This design comes from an exercise in tuning for small area on the open sky130 flow, not from production work. The RTL was checked by simulation tests, not by an equivalence proof against the original design. Power is estimated from default activity; no workload was simulated.

job 2792:
// hab360_rx
module hab360_rx (
    input  wire        clk,
    input  wire        rst,
    output wire        rx_poll,
    input  wire        rx_avail,
    input  wire [7:0]  rx_data,
    input  wire        tick,
    output reg  [2:0]  evt,
    output wire [1:0]  mal_cause,
    output wire        pkt_valid,
    output wire [15:0] rx_len,
    output wire [2:0]  rx_type,
    output wire [4:0]  rx_cid,
    output wire [31:0] rx_ts,
    input  wire [8:0]  rx_rd_addr,
    output wire [7:0]  rx_rd_data,
    output wire        val_valid,
    output wire [15:0] val_status,
    output wire        fwd_valid,
    output wire [7:0]  fwd_opcode,
    output wire [31:0] fwd_freq,
    output wire [31:0] fwd_bw,
    output wire [7:0]  fwd_sf,
    output wire [7:0]  fwd_cr,
    output wire [7:0]  fwd_sync,
    output wire [7:0]  fwd_power,
    output wire [15:0] fwd_preamble,
    output wire [31:0] fwd_climit,
    output wire [31:0] fwd_unix,
    input  wire        rsp_valid
);
Size in the first run: about 2200 flip-flops.
export LEC_CHECK = 0
export CAP_MARGIN = 10
export CORE_MARGIN = 2
export CORE_UTILIZATION = 60
export GPL_TIMING_DRIVEN = 0
export SETUP_SLACK_MARGIN = 0.5
export SLEW_MARGIN = 10
create_clock -name core_clock -period 15.0 [get_ports {clk}]
standard.sh (not shown) runs the stock make flow with config.mk's settings and CLKGATE_MAP_FILE= SYNTH_SCRIPT=/design/flow/synth_recipe.tcl, a recipe that flattens the netlist after the stock synthesis.
==> flow/flow/run.sh <==
#!/bin/bash
# Own layout flow: the standard ORFS flow (standard.sh), changed only in
# how the layout is made:
#  - synthesis maps the logic with area-oriented ABC scripts instead of
#    ORFS's speed script.  A trial layout runs up to placement (synthesis,
#    floorplan, placement with repair_design) once per script
#    abc_[a-d].script, in trial_*/; the script whose placed design has the
#    smallest cell area (cell_area.tcl) is then used for the layout
#    (abc_z.script if every trial fails).  Every other synthesis step, and
#    so every register, is the standard synthesis's;
#  - the port buffers that global placement inserts are sky130_fd_sc_hd__buf_1
#    (the resizer may still upsize them);
#  - repair_design (placement and global routing) builds its buffer trees
#    from the small buffers only (no_big_bufs.tcl);
#  - CTS clusters up to 16 sinks per clkbuf_8 and adds no dummy loads.
# Each tool's output goes to a log file in this folder or under the ORFS
# logs folders.
set -uo pipefail
W=$(pwd)
F=$W/flow
{ head -n 1 synth_recipe.tcl; cat "$F/abc_proc.tcl"; tail -n +2 synth_recipe.tcl; } > own_synth.tcl
sed "s#SYNTH_SCRIPT=[^ ]*synth_recipe.tcl#SYNTH_SCRIPT=$W/own_synth.tcl#" standard.sh > own_standard.sh
if ! grep -q "SYNTH_SCRIPT=$W/own_synth.tcl" own_standard.sh; then
  echo "could not point standard.sh at own_synth.tcl" >&2
  exit 1
fi
export BUFFER_PORTS_ARGS="-buffer_cell sky130_fd_sc_hd__buf_1"
export PRE_RESIZE_TCL=$F/no_big_bufs.tcl
export PRE_GLOBAL_ROUTE_TCL=$F/no_big_bufs.tcl
export CTS_ARGS="-sink_clustering_enable -repair_clock_nets -dont_use_dummy_load -buf_list sky130_fd_sc_hd__clkbuf_8 -sink_clustering_size 16 -sink_clustering_max_diameter 60"

# Trial layouts up to placement, one per ABC script, in parallel.
for s in a b c d; do
  sed "s#WORK_HOME=$W/orfs #WORK_HOME=$W/trial_$s #" own_standard.sh > own_standard_$s.sh
  ( OWN_ABC_SCRIPT=$F/abc_$s.script bash own_standard_$s.sh place > own_trial_$s.log 2>&1 ) &
done
wait
best=z; best_area=
for s in a b c d; do
  odb=$W/trial_$s/results/$FLOW_PLATFORM/hab360_rx/base/3_place.odb
  a=
  if [[ -f "$odb" ]]; then
    a=$(AREA_ODB=$odb openroad -no_init -exit "$F/cell_area.tcl" 2> own_area_$s.log | tee -a own_area_$s.log | awk '/^CELL_AREA/ {print $2}')
  fi
  echo "abc_$s.script: ${a:-failed}" | tee -a own_choice.log
  if [[ -n "$a" ]] && { [[ -z "$best_area" ]] || awk -v x="$a" -v y="$best_area" 'BEGIN{exit !(x < y)}'; }; then
    best=$s; best_area=$a
  fi
done
echo "chosen: abc_$best.script" | tee -a own_choice.log

export OWN_ABC_SCRIPT=$F/abc_$best.script
bash own_standard.sh > own_standard.log 2>&1
status=$?
tail -n 20 own_standard.log
exit $status
==> flow/flow/cell_area.tcl <==
# Prints the area of the placed design's cells other than tap cells.
read_db $::env(AREA_ODB)
set a 0.0
foreach inst [[ord::get_db_block] getInsts] {
  set m [$inst getMaster]
  if {[string match *tapvpwrvgnd* [$m getName]]} continue
  set a [expr {$a + [$m getWidth] * [$m getHeight] / 1e6}]
}
puts "CELL_AREA $a"
Other scripts of this flow, unchanged in this note and not shown: flow/flow/abc_a.script, flow/flow/abc_b.script, flow/flow/abc_c.script, flow/flow/abc_d.script, flow/flow/abc_proc.tcl, flow/flow/abc_z.script, flow/flow/no_big_bufs.tcl
Job 2792 reached the final stage; the timing, design-rule and antenna checks on its layout passed.
Inputs modified between job 2792 and job 9286:
==> flow/flow/run.sh <==
#!/bin/bash
# Own layout flow: the standard ORFS flow (standard.sh), changed only in
# how the layout is made:
#  - synthesis maps the logic with area-oriented ABC scripts instead of
#    ORFS's speed script: the synthesis runs once per script abc_[a-d].script
#    (in syn_*/), and the one with the smallest cell area is rerun for the
#    layout (abc_z.script if all of them fail).  Every other synthesis step,
#    and so every register, is the standard synthesis's;
#  - the port buffers that global placement inserts are sky130_fd_sc_hd__buf_1
#    (the resizer may still upsize them);
#  - repair_design (placement and global routing) builds its buffer trees
#    from the small buffers only (no_big_bufs.tcl);
#  - CTS clusters up to 16 sinks per clkbuf_8 and adds no dummy loads.
# Each tool's output goes to a log file in this folder or under orfs/logs.
set -uo pipefail
W=$(pwd)
F=$W/flow
{ head -n 1 synth_recipe.tcl; cat "$F/abc_proc.tcl"; tail -n +2 synth_recipe.tcl; } > own_synth.tcl
sed "s#SYNTH_SCRIPT=[^ ]*synth_recipe.tcl#SYNTH_SCRIPT=$W/own_synth.tcl#" standard.sh > own_standard.sh
if ! grep -q "SYNTH_SCRIPT=$W/own_synth.tcl" own_standard.sh; then
  echo "could not point standard.sh at own_synth.tcl" >&2
  exit 1
fi
export BUFFER_PORTS_ARGS="-buffer_cell sky130_fd_sc_hd__buf_1"
export PRE_RESIZE_TCL=$F/no_big_bufs.tcl
export PRE_GLOBAL_ROUTE_TCL=$F/no_big_bufs.tcl
export CTS_ARGS="-sink_clustering_enable -repair_clock_nets -dont_use_dummy_load -buf_list sky130_fd_sc_hd__clkbuf_8 -sink_clustering_size 16 -sink_clustering_max_diameter 60"

# Trial synthesis with each ABC script, in parallel.
for s in a b c d; do
  sed "s#WORK_HOME=$W/orfs #WORK_HOME=$W/syn_$s #" own_standard.sh > own_standard_$s.sh
  ( OWN_ABC_SCRIPT=$F/abc_$s.script bash own_standard_$s.sh synth > own_synth_$s.log 2>&1 ) &
done
wait
best=z; best_area=
for s in a b c d; do
  st=$W/syn_$s/reports/$FLOW_PLATFORM/hab360_rx/base/synth_stat.txt
  a=$(grep -s "Chip area for module" "$st" | awk '{print $NF}')
  echo "abc_$s.script: ${a:-failed}" | tee -a own_synth_choice.log
  if [[ -n "$a" ]] && { [[ -z "$best_area" ]] || awk -v x="$a" -v y="$best_area" 'BEGIN{exit !(x < y)}'; }; then
    best=$s; best_area=$a
  fi
done
echo "chosen: abc_$best.script" | tee -a own_synth_choice.log

export OWN_ABC_SCRIPT=$F/abc_$best.script
bash own_standard.sh > own_standard.log 2>&1
status=$?
tail -n 20 own_standard.log
exit $status
removed: flow/flow/cell_area.tcl
### Flow results
Job 9286: non-clock buffering overhead in the final layout is 0.45 points higher than what job 2792 reported. For job 9286, the termination of the worst setup path was rx_rd_data[4], unlike job 2792, where it was rx_rd_data[6]. The maximum ir drop on the vdd rail of job 9286 was superior to that of job 2792. Job 9286 and job 2792 ended up with nearly the same total via count after detailed routing. | gate count after technology mapping | job 9286 vs job 2792 | 0.33% lower |. Between job 9286 and job 2792, it is job 9286 whose overall fraction of global-route tracks in use is higher, by 0.32 points. Per the final summary, job 9286 finished and its layout is clean on timing, DRC and antenna.
Changes in job 3570 relative to job 9286:
==> flow/flow/run.sh <==
#!/bin/bash
# Own layout flow: the standard ORFS flow (standard.sh), changed only in
# how the layout is made:
#  - synthesis maps the logic with area-oriented ABC scripts instead of
#    ORFS's speed script.  A trial layout runs up to placement (synthesis,
#    floorplan, placement with repair_design) once per script
#    abc_[a-f].script, in trial_*/; the script whose placed design has the
#    smallest cell area (cell_area.tcl) is then used for the layout
#    (abc_z.script if every trial fails).  Every other synthesis step, and
#    so every register, is the standard synthesis's;
#  - the port buffers that global placement inserts are sky130_fd_sc_hd__buf_1
#    (the resizer may still upsize them);
#  - repair_design (placement and global routing) builds its buffer trees
#    from the small buffers only (no_big_bufs.tcl);
#  - CTS clusters up to 16 sinks per clkbuf_8 and adds no dummy loads.
# Each tool's output goes to a log file in this folder or under the ORFS
# logs folders.
set -uo pipefail
W=$(pwd)
F=$W/flow
{ head -n 1 synth_recipe.tcl; cat "$F/abc_proc.tcl"; tail -n +2 synth_recipe.tcl; } > own_synth.tcl
sed "s#SYNTH_SCRIPT=[^ ]*synth_recipe.tcl#SYNTH_SCRIPT=$W/own_synth.tcl#" standard.sh > own_standard.sh
if ! grep -q "SYNTH_SCRIPT=$W/own_synth.tcl" own_standard.sh; then
  echo "could not point standard.sh at own_synth.tcl" >&2
  exit 1
fi
export BUFFER_PORTS_ARGS="-buffer_cell sky130_fd_sc_hd__buf_1"
export PRE_RESIZE_TCL=$F/no_big_bufs.tcl
export PRE_GLOBAL_ROUTE_TCL=$F/no_big_bufs.tcl
export CTS_ARGS="-sink_clustering_enable -repair_clock_nets -dont_use_dummy_load -buf_list sky130_fd_sc_hd__clkbuf_8 -sink_clustering_size 16 -sink_clustering_max_diameter 60"

# Trial layouts up to placement, one per ABC script, in parallel.
for s in a b c d e f; do
  sed "s#WORK_HOME=$W/orfs #WORK_HOME=$W/trial_$s #" own_standard.sh > own_standard_$s.sh
  ( OWN_ABC_SCRIPT=$F/abc_$s.script bash own_standard_$s.sh place > own_trial_$s.log 2>&1 ) &
done
wait
best=z; best_area=
for s in a b c d e f; do
  odb=$W/trial_$s/results/$FLOW_PLATFORM/hab360_rx/base/3_place.odb
  a=
  if [[ -f "$odb" ]]; then
    a=$(AREA_ODB=$odb openroad -no_init -exit "$F/cell_area.tcl" 2> own_area_$s.log | tee -a own_area_$s.log | awk '/^CELL_AREA/ {print $2}')
  fi
  echo "abc_$s.script: ${a:-failed}" | tee -a own_choice.log
  if [[ -n "$a" ]] && { [[ -z "$best_area" ]] || awk -v x="$a" -v y="$best_area" 'BEGIN{exit !(x < y)}'; }; then
    best=$s; best_area=$a
  fi
done
echo "chosen: abc_$best.script" | tee -a own_choice.log

export OWN_ABC_SCRIPT=$F/abc_$best.script
bash own_standard.sh > own_standard.log 2>&1
status=$?
tail -n 20 own_standard.log
exit $status
==> flow/flow/abc_e.script (new file) <==
&get -n
&st
&syn2
&dch
&nf -R 1000
&put
mfs2 -a
&get -n
&st
&dch
&nf -R 1000
&put
==> flow/flow/abc_f.script (new file) <==
&get -n
&st
&dch
&nf -R 1000
&put
mfs2 -a
&get -n
&st
&dch
&nf -R 1000
&put
mfs2 -a
&get -n
&st
&dch
&nf -R 1000
&put
==> flow/flow/cell_area.tcl (new file) <==
# Prints the area of the placed design's cells other than tap cells.
read_db $::env(AREA_ODB)
set a 0.0
foreach inst [[ord::get_db_block] getInsts] {
  set m [$inst getMaster]
  if {[string match *tapvpwrvgnd* [$m getName]]} continue
  set a [expr {$a + [$m getWidth] * [$m getHeight] / 1e6}]
}
puts "CELL_AREA $a"
## What came out
Comparing job 3570 and job 9286, the lower combinational share of power is on job 9286.
Looking at starting utilization of the core area, job 3570 sits above job 9286.
When job 3570 is set beside job 9286, its post-route total power turns out to be 0.46% larger.
Hold slack, job 3570 and job 9286: lower on job 9286
Sort job 3570 and job 9286 by highest cell delay on the worst timing path asc -> top: job 3570
Between job 3570 and job 9286, it is job 3570 whose setup slack of the critical path after layout is lower, by 0.62 ns.


Another version of the RTL of hab360_rx (not shown whole).
Size in the first run: roughly 4,300 cells after synthesis, about 2,200 flip-flops, roughly 300 I/O pins, roughly 79,000 sq um of cells after synthesis.
clock: 15.0 ns
lec_check: 0
cap_margin: 10
core_margin: 2
core_utilization: 60
gpl_timing_driven: 0
setup_slack_margin: 0.5
slew_margin: 10
==> flow/flow/run.sh <==
#!/bin/bash
# Own layout flow: the standard ORFS flow (standard.sh), changed only in
# how the layout is made:
#  - synthesis maps the logic with area-oriented ABC scripts instead of
#    ORFS's speed script: the synthesis runs once per script abc_[a-d].script
#    (in syn_*/), and the one with the smallest cell area is rerun for the
#    layout (abc_z.script if all of them fail).  Every other synthesis step,
#    and so every register, is the standard synthesis's;
#  - the port buffers that global placement inserts are sky130_fd_sc_hd__buf_1
#    (the resizer may still upsize them);
#  - repair_design (placement and global routing) builds its buffer trees
#    from the small buffers only (no_big_bufs.tcl);
#  - CTS clusters up to 16 sinks per clkbuf_8 and adds no dummy loads.
# Each tool's output goes to a log file in this folder or under orfs/logs.
set -uo pipefail
W=$(pwd)
F=$W/flow
{ head -n 1 synth_recipe.tcl; cat "$F/abc_proc.tcl"; tail -n +2 synth_recipe.tcl; } > own_synth.tcl
sed "s#SYNTH_SCRIPT=[^ ]*synth_recipe.tcl#SYNTH_SCRIPT=$W/own_synth.tcl#" standard.sh > own_standard.sh
if ! grep -q "SYNTH_SCRIPT=$W/own_synth.tcl" own_standard.sh; then
  echo "could not point standard.sh at own_synth.tcl" >&2
  exit 1
fi
export BUFFER_PORTS_ARGS="-buffer_cell sky130_fd_sc_hd__buf_1"
export PRE_RESIZE_TCL=$F/no_big_bufs.tcl
export PRE_GLOBAL_ROUTE_TCL=$F/no_big_bufs.tcl
export CTS_ARGS="-sink_clustering_enable -repair_clock_nets -dont_use_dummy_load -buf_list sky130_fd_sc_hd__clkbuf_8 -sink_clustering_size 16 -sink_clustering_max_diameter 60"

# Trial synthesis with each ABC script, in parallel.
for s in a b c d; do
  sed "s#WORK_HOME=$W/orfs #WORK_HOME=$W/syn_$s #" own_standard.sh > own_standard_$s.sh
  ( OWN_ABC_SCRIPT=$F/abc_$s.script bash own_standard_$s.sh synth > own_synth_$s.log 2>&1 ) &
done
wait
best=z; best_area=
for s in a b c d; do
  st=$W/syn_$s/reports/$FLOW_PLATFORM/hab360_rx/base/synth_stat.txt
  a=$(grep -s "Chip area for module" "$st" | awk '{print $NF}')
  echo "abc_$s.script: ${a:-failed}" | tee -a own_synth_choice.log
  if [[ -n "$a" ]] && { [[ -z "$best_area" ]] || awk -v x="$a" -v y="$best_area" 'BEGIN{exit !(x < y)}'; }; then
    best=$s; best_area=$a
  fi
done
echo "chosen: abc_$best.script" | tee -a own_synth_choice.log

export OWN_ABC_SCRIPT=$F/abc_$best.script
bash own_standard.sh > own_standard.log 2>&1
status=$?
tail -n 20 own_standard.log
exit $status
Other scripts of this flow, unchanged in this note and not shown: flow/flow/abc_a.script, flow/flow/abc_b.script, flow/flow/abc_c.script, flow/flow/abc_d.script, flow/flow/abc_proc.tcl, flow/flow/abc_z.script, flow/flow/no_big_bufs.tcl
Change:
--- a/flow/config.mk
+++ b/flow/config.mk
@@ -9,4 +9,5 @@
 export CORE_MARGIN = 2
-export CORE_UTILIZATION = 60
+export CORE_UTILIZATION = 45
 export GPL_TIMING_DRIVEN = 0
+export PLACE_DENSITY = 0.85
 export SETUP_SLACK_MARGIN = 0.5
Outcome:
- This time the run finished but failed the layout checks on max-capacitance violations, max-slew violations
- die area rises by a quarter to a third
- routed wire length stays flat
- non-clock buffer count falls by 17
- total power falls slightly

## what the ideal ports hide
The flow's constraints put no driver on any port. The routed layouts listed below were extracted and timed again, unchanged, in two steps.
Step 1 assumes that a clkbuf_16 drives the clock port and a buf_2 every other input.
Step 2, shift: input delay + t, output delay - t, t = (earliest + latest rising clock arrival at the registers) / 2. This alone moves slack from input paths to output paths.
Slacks: ideal / step 1 / step 2; pairs: ideal / step 1.
| run | t, ns | slack for setup (ns) | slew at the worst register clock pin (ns) | cell pins on the clock port's net |
|---|---|---|---|---|
| job 2792 | 0.974 | 1.044 / 1.012 / 1.012 | 0.11 / 0.11 | 1 |
| job 9286 | 0.976 | 1.487 / 1.460 / 1.460 | 0.11 / 0.11 | 1 |
| job 3570 | 0.977 | 0.862 / 0.824 / 0.824 | 0.11 / 0.11 | 1 |
| the first run of note 2 | 0.985 | 2.288 / 2.188 / 2.188 | 0.11 / 0.11 | 1 |
| the second run of note 2 | 0.978 | 1.948 / 1.877 / 1.877 | 0.11 / 0.11 | 1 |
The setup slack of the first run of note 2, which loses most, moves by -0.100 ns with the drivers and by -0.100 ns with both steps.
